This is an optimization exercise on Yosys and OpenROAD, whose aim is small area, a short achievable clock period and few clock cycles per item, not a production implementation. RTL that was checked went through simulation tests only; none was proved equivalent to the original.

==> v13: inputs <==
==> flow/design.v (excerpt) <==
module aes256_cbc #(
  parameter [127:0] IV0 = 128'h0102030405060708090a0b0c0d0e0f10
) (
  input  wire         clk,
  input  wire         rst,         
  input  wire         in_valid,
  output wire         in_ready,
  input  wire [1:0]   in_op,
  input  wire         in_first,
  input  wire [127:0] in_data,
  input  wire [255:0] in_key,
  output wire         out_valid,
  input  wire         out_ready,
  output wire [127:0] out_data,
  output wire [1:0]   out_err
);
Settings: LEC_CHECK=0, CAP_MARGIN=30, CORE_MARGIN=2, CORE_UTILIZATION=45, CTS_BUF_LIST=sky130_fd_sc_hd__clkbuf_8, PLACE_DENSITY=0.6, SETUP_SLACK_MARGIN=4.5, SLEW_MARGIN=35, SYNTH_HIERARCHICAL=1, SYNTH_MINIMUM_KEEP_SIZE=0; clock period 11.0 ns.
run.sh (not shown) runs the stock make flow with config.mk's settings and CLKGATE_MAP_FILE= SYNTH_SCRIPT=/design/flow/synth_recipe.tcl, a recipe that flattens the netlist after the stock synthesis.
==> v31 (differences from v13) <==
--- a/flow/design.v
+++ b/flow/design.v
@@ -1,9 +1,8 @@
 module sb_xor  (input wire a, input wire b, output wire y); assign y = a ^ b;    endmodule
 module sb_xnor (input wire a, input wire b, output wire y); assign y = ~(a ^ b); endmodule
 module sb_and  (input wire a, input wire b, output wire y); assign y = a & b;    endmodule
-module sb_nand (input wire a, input wire b, output wire y); assign y = ~(a & b); endmodule
 module sb_ao21 (input wire a, input wire b, input wire c, output wire y); assign y = (a & b) | c; endmodule
 module sb_ao22 (input wire a, input wire b, input wire c, input wire d, output wire y);
   assign y = (a & b) | (c & d);
 endmodule
 module sb_mux2 (input wire s, input wire a, input wire b, output wire y); assign y = s ? b : a; endmodule
@@ -39,17 +38,13 @@
   wire t0, u0;
   sb_xor g0a (.a(x[7]), .b(x[5]), .y(t0));
   sb_xnor g0b (.a(x[2]), .b(m[0]), .y(u0));
   sb_xor g0c (.a(t0), .b(u0), .y(y[0]));
 endmodule
-module sb_inv4 (input wire m20i, input wire m21i, input wire m22i, input wire m23i,
+module sb_inv4 (input wire m20, input wire m21, input wire m22, input wire m23,
                 output wire m37, output wire m38, output wire m39, output wire m40, output wire m41,
                 output wire m42, output wire m43, output wire m44, output wire m45);
-  wire m20 = m20i;
-  wire m21 = m21i;
-  wire m22 = m22i;
-  wire m23 = m23i;
   wire m24 = m22 ^ m23;
   wire m25 = m22 & m20;
   wire m26 = m21 ^ m25;
   wire m27 = m20 ^ m21;
   wire m28 = m23 ^ m25;
@@ -105,54 +100,54 @@
   wire T23; sb_xor g22 (.a(T2), .b(T22), .y(T23));
   wire T24; sb_xor g23 (.a(T2), .b(T10), .y(T24));
   wire T25; sb_xor g24 (.a(T20), .b(T17), .y(T25));
   wire T26; sb_xor g25 (.a(T3), .b(T16), .y(T26));
   wire T27; sb_xor g26 (.a(T1), .b(T12), .y(T27));
-  wire M1; sb_nand g27 (.a(T13), .b(T6), .y(M1));
-  wire M2; sb_nand g28 (.a(T23), .b(T8), .y(M2));
+  wire M1; sb_and g27 (.a(T13), .b(T6), .y(M1));
+  wire M2; sb_and g28 (.a(T23), .b(T8), .y(M2));
   wire M3; sb_xor g29 (.a(T14), .b(M1), .y(M3));
-  wire M4; sb_nand g30 (.a(T19), .b(U7), .y(M4));
+  wire M4; sb_and g30 (.a(T19), .b(U7), .y(M4));
   wire M5; sb_xor g31 (.a(M4), .b(M1), .y(M5));
-  wire M6; sb_nand g32 (.a(T3), .b(T16), .y(M6));
-  wire M7; sb_nand g33 (.a(T22), .b(T9), .y(M7));
+  wire M6; sb_and g32 (.a(T3), .b(T16), .y(M6));
+  wire M7; sb_and g33 (.a(T22), .b(T9), .y(M7));
   wire M8; sb_xor g34 (.a(T26), .b(M6), .y(M8));
-  wire M9; sb_nand g35 (.a(T20), .b(T17), .y(M9));
+  wire M9; sb_and g35 (.a(T20), .b(T17), .y(M9));
   wire M10; sb_xor g36 (.a(M9), .b(M6), .y(M10));
-  wire M11; sb_nand g37 (.a(T1), .b(T15), .y(M11));
-  wire M12; sb_nand g38 (.a(T4), .b(T27), .y(M12));
+  wire M11; sb_and g37 (.a(T1), .b(T15), .y(M11));
+  wire M12; sb_and g38 (.a(T4), .b(T27), .y(M12));
   wire M13; sb_xor g39 (.a(M12), .b(M11), .y(M13));
-  wire M14; sb_nand g40 (.a(T2), .b(T10), .y(M14));
+  wire M14; sb_and g40 (.a(T2), .b(T10), .y(M14));
   wire M15; sb_xor g41 (.a(M14), .b(M11), .y(M15));
   wire M16; sb_xor g42 (.a(M3), .b(M2), .y(M16));
   wire M17; sb_xor g43 (.a(M5), .b(T24), .y(M17));
   wire M18; sb_xor g44 (.a(M8), .b(M7), .y(M18));
   wire M19; sb_xor g45 (.a(M10), .b(M15), .y(M19));
   wire M20; sb_xor g46 (.a(M16), .b(M13), .y(M20));
   wire M21; sb_xor g47 (.a(M17), .b(M15), .y(M21));
   wire M22; sb_xor g48 (.a(M18), .b(M13), .y(M22));
   wire M23; sb_xor g49 (.a(M19), .b(T25), .y(M23));
   wire M24, M25, M26, M27, M28, M29, M30, M31, M32, M33, M34, M35, M36, M37, M38, M39, M40, M41, M42, M43, M44, M45;
-  sb_inv4 u_inv (.m20i(M20), .m21i(M21), .m22i(M22), .m23i(M23), .m37(M37), .m38(M38), .m39(M39),
+  sb_inv4 u_inv (.m20(M20), .m21(M21), .m22(M22), .m23(M23), .m37(M37), .m38(M38), .m39(M39),
                  .m40(M40), .m41(M41), .m42(M42), .m43(M43), .m44(M44), .m45(M45));
-  wire M46; sb_nand p0 (.a(M44), .b(T6), .y(M46));
-  wire M47; sb_nand p1 (.a(M40), .b(T8), .y(M47));
-  wire M48; sb_nand p2 (.a(M39), .b(U7), .y(M48));
-  wire M49; sb_nand p3 (.a(M43), .b(T16), .y(M49));
-  wire M50; sb_nand p4 (.a(M38), .b(T9), .y(M50));
-  wire M51; sb_nand p5 (.a(M37), .b(T17), .y(M51));
-  wire M52; sb_nand p6 (.a(M42), .b(T15), .y(M52));
-  wire M53; sb_nand p7 (.a(M45), .b(T27), .y(M53));
-  wire M54; sb_nand p8 (.a(M41), .b(T10), .y(M54));
-  wire M55; sb_nand p9 (.a(M44), .b(T13), .y(M55));
-  wire M56; sb_nand p10 (.a(M40), .b(T23), .y(M56));
-  wire M57; sb_nand p11 (.a(M39), .b(T19), .y(M57));
-  wire M58; sb_nand p12 (.a(M43), .b(T3), .y(M58));
-  wire M59; sb_nand p13 (.a(M38), .b(T22), .y(M59));
-  wire M60; sb_nand p14 (.a(M37), .b(T20), .y(M60));
-  wire M61; sb_nand p15 (.a(M42), .b(T1), .y(M61));
-  wire M62; sb_nand p16 (.a(M45), .b(T4), .y(M62));
-  wire M63; sb_nand p17 (.a(M41), .b(T2), .y(M63));
+  wire M46; sb_and p0 (.a(M44), .b(T6), .y(M46));
+  wire M47; sb_and p1 (.a(M40), .b(T8), .y(M47));
+  wire M48; sb_and p2 (.a(M39), .b(U7), .y(M48));
+  wire M49; sb_and p3 (.a(M43), .b(T16), .y(M49));
+  wire M50; sb_and p4 (.a(M38), .b(T9), .y(M50));
+  wire M51; sb_and p5 (.a(M37), .b(T17), .y(M51));
+  wire M52; sb_and p6 (.a(M42), .b(T15), .y(M52));
+  wire M53; sb_and p7 (.a(M45), .b(T27), .y(M53));
+  wire M54; sb_and p8 (.a(M41), .b(T10), .y(M54));
+  wire M55; sb_and p9 (.a(M44), .b(T13), .y(M55));
+  wire M56; sb_and p10 (.a(M40), .b(T23), .y(M56));
+  wire M57; sb_and p11 (.a(M39), .b(T19), .y(M57));
+  wire M58; sb_and p12 (.a(M43), .b(T3), .y(M58));
+  wire M59; sb_and p13 (.a(M38), .b(T22), .y(M59));
+  wire M60; sb_and p14 (.a(M37), .b(T20), .y(M60));
+  wire M61; sb_and p15 (.a(M42), .b(T1), .y(M61));
+  wire M62; sb_and p16 (.a(M45), .b(T4), .y(M62));
+  wire M63; sb_and p17 (.a(M41), .b(T2), .y(M63));
   wire b18; sb_xor h18 (.a(M61), .b(M62), .y(b18));
   wire b19; sb_xor h19 (.a(M50), .b(b18), .y(b19));
   wire b20; sb_xor h20 (.a(M55), .b(M56), .y(b20));
   wire b21; sb_xor h21 (.a(M48), .b(M58), .y(b21));
   wire b22; sb_xor h22 (.a(M46), .b(M49), .y(b22));
@@ -221,54 +216,54 @@
   wire T23; sb_xor g22 (.a(T2), .b(T22), .y(T23));
   wire T24; sb_xor g23 (.a(T2), .b(T10), .y(T24));
   wire T25; sb_xor g24 (.a(T20), .b(T17), .y(T25));
   wire T26; sb_xor g25 (.a(T3), .b(T16), .y(T26));
   wire T27; sb_xor g26 (.a(T1), .b(T12), .y(T27));
-  wire M1; sb_nand g27 (.a(T13), .b(T6), .y(M1));
-  wire M2; sb_nand g28 (.a(T23), .b(T8), .y(M2));
+  wire M1; sb_and g27 (.a(T13), .b(T6), .y(M1));
+  wire M2; sb_and g28 (.a(T23), .b(T8), .y(M2));
   wire M3; sb_xor g29 (.a(T14), .b(M1), .y(M3));
-  wire M4; sb_nand g30 (.a(T19), .b(U7), .y(M4));
+  wire M4; sb_and g30 (.a(T19), .b(U7), .y(M4));
   wire M5; sb_xor g31 (.a(M4), .b(M1), .y(M5));
-  wire M6; sb_nand g32 (.a(T3), .b(T16), .y(M6));
-  wire M7; sb_nand g33 (.a(T22), .b(T9), .y(M7));
+  wire M6; sb_and g32 (.a(T3), .b(T16), .y(M6));
+  wire M7; sb_and g33 (.a(T22), .b(T9), .y(M7));
   wire M8; sb_xor g34 (.a(T26), .b(M6), .y(M8));
-  wire M9; sb_nand g35 (.a(T20), .b(T17), .y(M9));
+  wire M9; sb_and g35 (.a(T20), .b(T17), .y(M9));
   wire M10; sb_xor g36 (.a(M9), .b(M6), .y(M10));
-  wire M11; sb_nand g37 (.a(T1), .b(T15), .y(M11));
-  wire M12; sb_nand g38 (.a(T4), .b(T27), .y(M12));
+  wire M11; sb_and g37 (.a(T1), .b(T15), .y(M11));
+  wire M12; sb_and g38 (.a(T4), .b(T27), .y(M12));
   wire M13; sb_xor g39 (.a(M12), .b(M11), .y(M13));
-  wire M14; sb_nand g40 (.a(T2), .b(T10), .y(M14));
+  wire M14; sb_and g40 (.a(T2), .b(T10), .y(M14));
   wire M15; sb_xor g41 (.a(M14), .b(M11), .y(M15));
   wire M16; sb_xor g42 (.a(M3), .b(M2), .y(M16));
   wire M17; sb_xor g43 (.a(M5), .b(T24), .y(M17));
   wire M18; sb_xor g44 (.a(M8), .b(M7), .y(M18));
   wire M19; sb_xor g45 (.a(M10), .b(M15), .y(M19));
   wire M20; sb_xor g46 (.a(M16), .b(M13), .y(M20));
   wire M21; sb_xor g47 (.a(M17), .b(M15), .y(M21));
   wire M22; sb_xor g48 (.a(M18), .b(M13), .y(M22));
   wire M23; sb_xor g49 (.a(M19), .b(T25), .y(M23));
   wire M24, M25, M26, M27, M28, M29, M30, M31, M32, M33, M34, M35, M36, M37, M38, M39, M40, M41, M42, M43, M44, M45;
-  sb_inv4 u_inv (.m20i(M20), .m21i(M21), .m22i(M22), .m23i(M23), .m37(M37), .m38(M38), .m39(M39),
+  sb_inv4 u_inv (.m20(M20), .m21(M21), .m22(M22), .m23(M23), .m37(M37), .m38(M38), .m39(M39),
                  .m40(M40), .m41(M41), .m42(M42), .m43(M43), .m44(M44), .m45(M45));
-  wire M46; sb_nand p0 (.a(M44), .b(T6), .y(M46));
-  wire M47; sb_nand p1 (.a(M40), .b(T8), .y(M47));
-  wire M48; sb_nand p2 (.a(M39), .b(U7), .y(M48));
-  wire M49; sb_nand p3 (.a(M43), .b(T16), .y(M49));
-  wire M50; sb_nand p4 (.a(M38), .b(T9), .y(M50));
-  wire M51; sb_nand p5 (.a(M37), .b(T17), .y(M51));
-  wire M52; sb_nand p6 (.a(M42), .b(T15), .y(M52));
-  wire M53; sb_nand p7 (.a(M45), .b(T27), .y(M53));
-  wire M54; sb_nand p8 (.a(M41), .b(T10), .y(M54));
-  wire M55; sb_nand p9 (.a(M44), .b(T13), .y(M55));
-  wire M56; sb_nand p10 (.a(M40), .b(T23), .y(M56));
-  wire M57; sb_nand p11 (.a(M39), .b(T19), .y(M57));
-  wire M58; sb_nand p12 (.a(M43), .b(T3), .y(M58));
-  wire M59; sb_nand p13 (.a(M38), .b(T22), .y(M59));
-  wire M60; sb_nand p14 (.a(M37), .b(T20), .y(M60));
-  wire M61; sb_nand p15 (.a(M42), .b(T1), .y(M61));
-  wire M62; sb_nand p16 (.a(M45), .b(T4), .y(M62));
-  wire M63; sb_nand p17 (.a(M41), .b(T2), .y(M63));
+  wire M46; sb_and p0 (.a(M44), .b(T6), .y(M46));
+  wire M47; sb_and p1 (.a(M40), .b(T8), .y(M47));
+  wire M48; sb_and p2 (.a(M39), .b(U7), .y(M48));
+  wire M49; sb_and p3 (.a(M43), .b(T16), .y(M49));
+  wire M50; sb_and p4 (.a(M38), .b(T9), .y(M50));
+  wire M51; sb_and p5 (.a(M37), .b(T17), .y(M51));
+  wire M52; sb_and p6 (.a(M42), .b(T15), .y(M52));
+  wire M53; sb_and p7 (.a(M45), .b(T27), .y(M53));
+  wire M54; sb_and p8 (.a(M41), .b(T10), .y(M54));
+  wire M55; sb_and p9 (.a(M44), .b(T13), .y(M55));
+  wire M56; sb_and p10 (.a(M40), .b(T23), .y(M56));
+  wire M57; sb_and p11 (.a(M39), .b(T19), .y(M57));
+  wire M58; sb_and p12 (.a(M43), .b(T3), .y(M58));
+  wire M59; sb_and p13 (.a(M38), .b(T22), .y(M59));
+  wire M60; sb_and p14 (.a(M37), .b(T20), .y(M60));
+  wire M61; sb_and p15 (.a(M42), .b(T1), .y(M61));
+  wire M62; sb_and p16 (.a(M45), .b(T4), .y(M62));
+  wire M63; sb_and p17 (.a(M41), .b(T2), .y(M63));
   wire b26; sb_xor h26 (.a(M61), .b(M62), .y(b26));
   wire b27; sb_xor h27 (.a(M56), .b(b26), .y(b27));
   wire b28; sb_xor h28 (.a(M55), .b(b27), .y(b28));
   wire b29; sb_xor h29 (.a(M54), .b(M58), .y(b29));
   wire b30; sb_xor h30 (.a(M46), .b(M49), .y(b30));
@@ -927,13 +922,26 @@
     for (g = 0; g < 128; g = g + 1) begin : g_wlo
       sb_ao21 u_w (.a(g >= 96 ? sel_f0 : sel_f), .b(f[g]), .c(w_lo_e[g]), .y(w_lo[g]));
     end
   endgenerate
   wire         acc_dec = accept && new_dec;
-  wire [127:0] q_l    = is_dec ? qd_l : qe_l;
-  wire [127:0] m_next = acc_dec ? (in_first ? IV0 : chain_now ? qe_l : chain) : q_l;
-  wire [127:0] o_next = !(is_enc || is_dec) ? 128'h0 : parked ? mask : q_l;
+  wire         m_qe   = (acc_dec && !in_first && chain_now) || (park && is_enc);
+  wire         m_qd   = park && is_dec;
+  wire [127:0] m_e    = (IV0 & {128{acc_dec && in_first}}) | (chain & {128{acc_dec && !in_first && !chain_now}});
+  wire [127:0] m_a, m_next;
+  wire         o_pk   = parked && (is_enc || is_dec);
+  wire         o_d    = !parked && is_dec;
+  wire         o_e    = !parked && is_enc;
+  wire [127:0] o_a, o_next;
+  generate
+    for (g = 0; g < 128; g = g + 1) begin : g_mo
+      sb_ao21 u_ma (.a(m_qe), .b(qe_l[g]), .c(m_e[g]), .y(m_a[g]));
+      sb_ao21 u_mb (.a(m_qd), .b(qd_l[g]), .c(m_a[g]), .y(m_next[g]));
+      sb_ao22 u_oa (.a(o_d), .b(qd_l[g]), .c(o_e), .d(qe_l[g]), .y(o_a[g]));
+      sb_ao21 u_ob (.a(o_pk), .b(mask[g]), .c(o_a[g]), .y(o_next[g]));
+    end
+  endgenerate
   always @(posedge clk) begin
     state <= st_next;
     w <= {load_w ? kstart[255:128] : rkey, w_lo};
     if (accept && in_op == OP_KEXP) k0 <= in_key;
     if (kn_pending && !is_dec && rnd == 4'd13) kn <= {f, rkey};
CTS_BUF_LIST = default   (was sky130_fd_sc_hd__clkbuf_8)
SETUP_SLACK_MARGIN = 5   (was 4.5)
==> v15 (differences from v13) <==
--- a/flow/design.v
+++ b/flow/design.v
@@ -185,11 +185,11 @@
   wire b49; sb_xor h49 (.a(b29), .b(b31), .y(b49));
   wire b50; sb_xor h50 (.a(b22), .b(b29), .y(b50));
   wire b51; sb_xnor h51 (.a(M53), .b(b44), .y(b51));
   assign y = {b47, b51, b42, b50, b49, b46, b48, b43};
 endmodule
-module aes_sbox_k (input wire [7:0] a, input wire [7:0] k, output wire [7:0] y);
+module aes_sbox_k (input wire [7:0] a, input wire [7:0] k, output wire [7:0] y, output wire [7:0] yd);
   wire U0 = a[7];
   wire U1 = a[6];
   wire U2 = a[5];
   wire U3 = a[4];
   wire U4 = a[3];
@@ -309,10 +309,19 @@
   wire b65; sb_xor h65 (.a(b28), .b(b57), .y(b65));
   wire b66; sb_xnor h66 (.a(b41), .b(b54), .y(b66));
   wire b67; sb_xnor h67 (.a(b43), .b(b53), .y(b67));
   wire b68; sb_xnor h68 (.a(k[5]), .b(b55), .y(b68));
   assign y = {b64, b61, b68, b63, b65, b62, b66, b67};
+  wire d64; sb_xor hd64 (.a(b28), .b(b59), .y(d64));
+  wire d61; sb_xnor hd61 (.a(b28), .b(b60), .y(d61));
+  wire d68; sb_xnor hd68 (.a(k[5]), .b(b55), .y(d68));
+  wire d63; sb_xor hd63 (.a(b28), .b(b58), .y(d63));
+  wire d65; sb_xor hd65 (.a(b28), .b(b57), .y(d65));
+  wire d62; sb_xor hd62 (.a(b52), .b(b56), .y(d62));
+  wire d66; sb_xnor hd66 (.a(b41), .b(b54), .y(d66));
+  wire d67; sb_xnor hd67 (.a(b43), .b(b53), .y(d67));
+  assign yd = {d64, d61, d68, d63, d65, d62, d66, d67};
 endmodule
 module aes_dec_mix (input wire [31:0] x, output wire [31:0] y);
   wire t32; sb_xor g32 (.a(x[11]), .b(x[26]), .y(t32));
   wire t33; sb_xor g33 (.a(x[10]), .b(x[27]), .y(t33));
   wire t34; sb_xor g34 (.a(x[2]), .b(x[19]), .y(t34));
@@ -814,27 +823,28 @@
     integer i;
     begin
       for (i = 0; i < 16; i = i + 1) ainv_all[8*i +: 8] = ainv(v[8*i +: 8]);
     end
   endfunction
-  wire [127:0] sb;
+  wire [127:0] sb, sbd;                                   
   wire [127:0] ka;
   genvar g;
   generate
     for (g = 0; g < 16; g = g + 1) begin : g_sbox
       localparam integer I = 15 - g;                        
       localparam integer J = I % 4 + 4 * ((I / 4 + I % 4) % 4);
-      aes_sbox_k u_sb (.a(state[8*g +: 8]), .k(ka[127 - 8*J -: 8] & {8{dec}}), .y(sb[8*g +: 8]));
+      aes_sbox_k u_sb (.a(state[8*g +: 8]), .k(ka[127 - 8*J -: 8] & {8{dec}}), .y(sb[8*g +: 8]),
+                       .yd(sbd[8*g +: 8]));
     end
   endgenerate
   reg [127:0] sr, isr;
   integer r, c;
   always @(*) begin
     for (r = 0; r < 4; r = r + 1)
       for (c = 0; c < 4; c = c + 1) begin
         sr[127 - 8*(r + 4*c) -: 8]  = sb[127 - 8*(r + 4*((c + r) % 4)) -: 8];
-        isr[127 - 8*(r + 4*c) -: 8] = sb[127 - 8*(r + 4*((c + 4 - r) % 4)) -: 8];
+        isr[127 - 8*(r + 4*c) -: 8] = sbd[127 - 8*(r + 4*((c + 4 - r) % 4)) -: 8];
       end
   end
   wire [127:0] wa   = w[255:128];
   wire [127:0] rkey = w[127:0];       
   wire [127:0] q_enc;
CTS_BUF_LIST = default   (was sky130_fd_sc_hd__clkbuf_8)
==> v7 (differences from v13) <==
--- a/flow/design.v
+++ b/flow/design.v
@@ -5,10 +5,62 @@
 module sb_ao21 (input wire a, input wire b, input wire c, output wire y); assign y = (a & b) | c; endmodule
 module sb_ao22 (input wire a, input wire b, input wire c, input wire d, output wire y);
   assign y = (a & b) | (c & d);
 endmodule
 module sb_mux2 (input wire s, input wire a, input wire b, output wire y); assign y = s ? b : a; endmodule
+module sb_ainv (input wire [7:0] x, output wire [7:0] y);
+  wire t7;
+  sb_xor g7a (.a(x[6]), .b(x[4]), .y(t7));
+  sb_xor  g7b (.a(t7), .b(x[1]), .y(y[7]));
+  wire t6;
+  sb_xor g6a (.a(x[5]), .b(x[3]), .y(t6));
+  sb_xor  g6b (.a(t6), .b(x[0]), .y(y[6]));
+  wire t5;
+  sb_xor g5a (.a(x[7]), .b(x[4]), .y(t5));
+  sb_xor  g5b (.a(t5), .b(x[2]), .y(y[5]));
+  wire t4;
+  sb_xor g4a (.a(x[6]), .b(x[3]), .y(t4));
+  sb_xor  g4b (.a(t4), .b(x[1]), .y(y[4]));
+  wire t3;
+  sb_xor g3a (.a(x[5]), .b(x[2]), .y(t3));
+  sb_xor  g3b (.a(t3), .b(x[0]), .y(y[3]));
+  wire t2;
+  sb_xor g2a (.a(x[7]), .b(x[4]), .y(t2));
+  sb_xnor g2b (.a(t2), .b(x[1]), .y(y[2]));
+  wire t1;
+  sb_xor g1a (.a(x[6]), .b(x[3]), .y(t1));
+  sb_xor  g1b (.a(t1), .b(x[0]), .y(y[1]));
+  wire t0;
+  sb_xor g0a (.a(x[7]), .b(x[5]), .y(t0));
+  sb_xnor g0b (.a(t0), .b(x[2]), .y(y[0]));
+endmodule
+module sb_alin (input wire [7:0] x, output wire [7:0] y);
+  wire t8; sb_xor g8 (.a(x[2]), .b(x[3]), .y(t8));
+  wire t9; sb_xor g9 (.a(x[6]), .b(x[7]), .y(t9));
+  wire t10; sb_xor g10 (.a(x[4]), .b(x[5]), .y(t10));
+  wire t11; sb_xor g11 (.a(x[0]), .b(x[1]), .y(t11));
+  wire t12; sb_xor g12 (.a(t8), .b(t10), .y(t12));
+  wire t13; sb_xor g13 (.a(t9), .b(t11), .y(t13));
+  wire t14; sb_xor g14 (.a(t8), .b(t11), .y(t14));
+  wire t15; sb_xor g15 (.a(t9), .b(t10), .y(t15));
+  wire t16; sb_xor g16 (.a(x[1]), .b(t12), .y(t16));
+  wire t17; sb_xor g17 (.a(x[4]), .b(t14), .y(t17));
+  wire t18; sb_xor g18 (.a(x[5]), .b(t13), .y(t18));
+  wire t19; sb_xor g19 (.a(x[3]), .b(t15), .y(t19));
+  wire t20; sb_xor g20 (.a(x[2]), .b(t13), .y(t20));
+  wire t21; sb_xor g21 (.a(x[7]), .b(t14), .y(t21));
+  wire t22; sb_xor g22 (.a(x[0]), .b(t15), .y(t22));
+  wire t23; sb_xor g23 (.a(x[6]), .b(t12), .y(t23));
+  assign y[0] = t22;
+  assign y[1] = t18;
+  assign y[2] = t20;
+  assign y[3] = t21;
+  assign y[4] = t17;
+  assign y[5] = t16;
+  assign y[6] = t23;
+  assign y[7] = t19;
+endmodule
 module sb_ainvx (input wire [7:0] x, input wire [7:0] m, output wire [7:0] y);
   wire t7, u7;
   sb_xor g7a (.a(x[6]), .b(x[4]), .y(t7));
   sb_xor  g7b (.a(x[1]), .b(m[7]), .y(u7));
   sb_xor g7c (.a(t7), .b(u7), .y(y[7]));
@@ -788,36 +840,10 @@
   assign in_ready  = !ovalid && (!busy || done) && !(in_op == OP_DEC && kn_pending);
   assign out_valid = ovalid;
   assign out_data  = obuf;
   assign out_err   = oerr;
   wire accept = in_valid && in_ready;
-  function automatic [7:0] xtime(input [7:0] a);
-    xtime = {a[6:0], 1'b0} ^ (a[7] ? 8'h1b : 8'h00);
-  endfunction
-  function automatic [7:0] ainv(input [7:0] b);
-    ainv = {b[6] ^ b[4] ^ b[1], b[5] ^ b[3] ^ b[0], b[7] ^ b[4] ^ b[2], b[6] ^ b[3] ^ b[1],
-            b[5] ^ b[2] ^ b[0], ~(b[7] ^ b[4] ^ b[1]), b[6] ^ b[3] ^ b[0], ~(b[7] ^ b[5] ^ b[2])};
-  endfunction
-  function automatic [7:0] alin(input [7:0] b);
-    integer i;
-    begin
-      for (i = 0; i < 8; i = i + 1)
-        alin[i] = b[i] ^ b[(i + 4) % 8] ^ b[(i + 5) % 8] ^ b[(i + 6) % 8] ^ b[(i + 7) % 8];
-    end
-  endfunction
-  function automatic [127:0] alin_all(input [127:0] v);
-    integer i;
-    begin
-      for (i = 0; i < 16; i = i + 1) alin_all[8*i +: 8] = alin(v[8*i +: 8]);
-    end
-  endfunction
-  function automatic [127:0] ainv_all(input [127:0] v);
-    integer i;
-    begin
-      for (i = 0; i < 16; i = i + 1) ainv_all[8*i +: 8] = ainv(v[8*i +: 8]);
-    end
-  endfunction
   wire [127:0] sb;
   wire [127:0] ka;
   genvar g;
   generate
     for (g = 0; g < 16; g = g + 1) begin : g_sbox
@@ -841,11 +867,15 @@
   generate
     for (g = 0; g < 4; g = g + 1) begin : g_emix
       aes_enc_mix u_em (.x(sr[32*g +: 32]), .k(rkey[32*g +: 32]), .y(q_enc[32*g +: 32]));
     end
   endgenerate
-  assign ka = alin_all(rkey);
+  generate
+    for (g = 0; g < 16; g = g + 1) begin : g_ka
+      sb_alin u_ka (.x(rkey[8*g +: 8]), .y(ka[8*g +: 8]));
+    end
+  endgenerate
   wire [127:0] xs    = isr;                       
   wire [127:0] q_dec;
   generate
     for (g = 0; g < 4; g = g + 1) begin : g_dmix
       aes_dec_mix u_dm (.x(xs[32*g +: 32]), .y(q_dec[32*g +: 32]));
@@ -899,11 +929,16 @@
   wire         chain_now = fin && is_enc && !parked;    
   wire         new_enc = (in_op == OP_ENC) && aesv;
   wire         new_dec = (in_op == OP_DEC) && aesv;
   wire [255:0] kstart = (new_dec && !(busy && is_kexp)) ? kn : k0;
   wire [127:0] kin    = in_data ^ kstart[255:128];
-  wire [127:0] init_d = ainv_all(kin);                   
+  wire [127:0] init_d;                                   
+  generate
+    for (g = 0; g < 16; g = g + 1) begin : g_initd
+      sb_ainv u_id (.x(kin[8*g +: 8]), .y(init_d[8*g +: 8]));
+    end
+  endgenerate
   wire         use_sr = chain_now && !in_first;
   wire [127:0] qe     = kin ^ (in_first ? IV0 : chain_now ? rkey : chain);
   wire         s_d    = dec && !accept;
   wire         s_e    = !dec && !accept;
   wire         s_id   = accept && new_dec;
SETUP_SLACK_MARGIN = 5   (was 4.5)
==> comparison <==
Sequential cell count is the same in v7 and v13.
Sequential share of layout area: v13 is higher than v31 (2.2 points).
The highest synthesized cell count belongs to v15, the lowest to v7.
The highest via count belongs to v15, the lowest to v7.
Global-route usage, lowest first: v7, v31, v13, v15.
Fmax: v13 is higher than v15 (1.6%).
==> figures <==
	v15	v7	v13	v31
Met3 track utilization from global routing	12.5%	9.63%	11.4%	11.5%
Number of nets in the synthesized netlist	12946	11723	12690	12009
Fill cells	22824	21053	22857	22027
Met2 usage	53.8%	52.6%	52.2%	52.5%
Post-synthesis area per instance	9.07 um2	9.56 um2	9.09 um2	10.0 um2
Clock tree buffer count of the final layout	211	268	277	186
Number of buffers created by CTS	156	232	231	154
Post-DP HPWL	404 mm	351 mm	373 mm	381 mm
Clock distribution area overhead in the final layout	4.06%	3.96%	4.23%	3.91%
Maximum clock frequency	156 MHz	168 MHz	158 MHz	166 MHz
Multiplexer share of the synthesized area	3.10%	4.14%	3.16%	5.66%
Outcome	no timing/DRC/antenna violations	no timing/DRC/antenna violations	no timing/DRC/antenna violations	no timing/DRC/antenna violations
Routed vias	96140	87247	94927	95472
Testbench counts of v13, summed over its fixed seeds: cycles 11,896, items 842.
Only the layout flow was run in v31, v15 and v7; the RTL was not checked for function there.

## separate check: timing with driven ports
No port has a modelled driver above. Below, the same layouts with a new extraction and two added sets of constraints.
Step 1 sets driving cells, clkbuf_16 on the clock port and buf_2 on the other inputs (assumed; they add their load-dependent delay and slew).
Step 2 moves the port delays by t, midway between the first and last clock arrival at a register: inputs arrive t later, outputs are due t later. That takes back most of the time a late clock gives input paths.
a / b / c = ideal / step 1 / step 2; a / b = the first two.
| run | t, ns | setup slack, ns | worst setup path after step 2 | worst register clock-pin slew, ns | worst slew at a driven data input, ns |
|---|---|---|---|---|---|
| v13 | 1.153 | 4.686 / 4.589 / 3.626 | input to register | 0.08 / 0.08 | 0.27 |
| v31 | 0.949 | 4.966 / 4.927 / 3.978 | input to register | 0.07 / 0.07 | 0.25 |
| v15 | 0.958 | 4.587 / 4.406 / 3.641 | input to register | 0.07 / 0.07 | 0.25 |
| v7 | 1.150 | 5.031 / 5.031 / 4.156 | input to register | 0.08 / 0.08 | 0.25 |
After both steps setup and hold are still met in every run listed. The setup slack of v13, which loses most, moves by -0.097 ns with the drivers and by -1.060 ns with both steps.
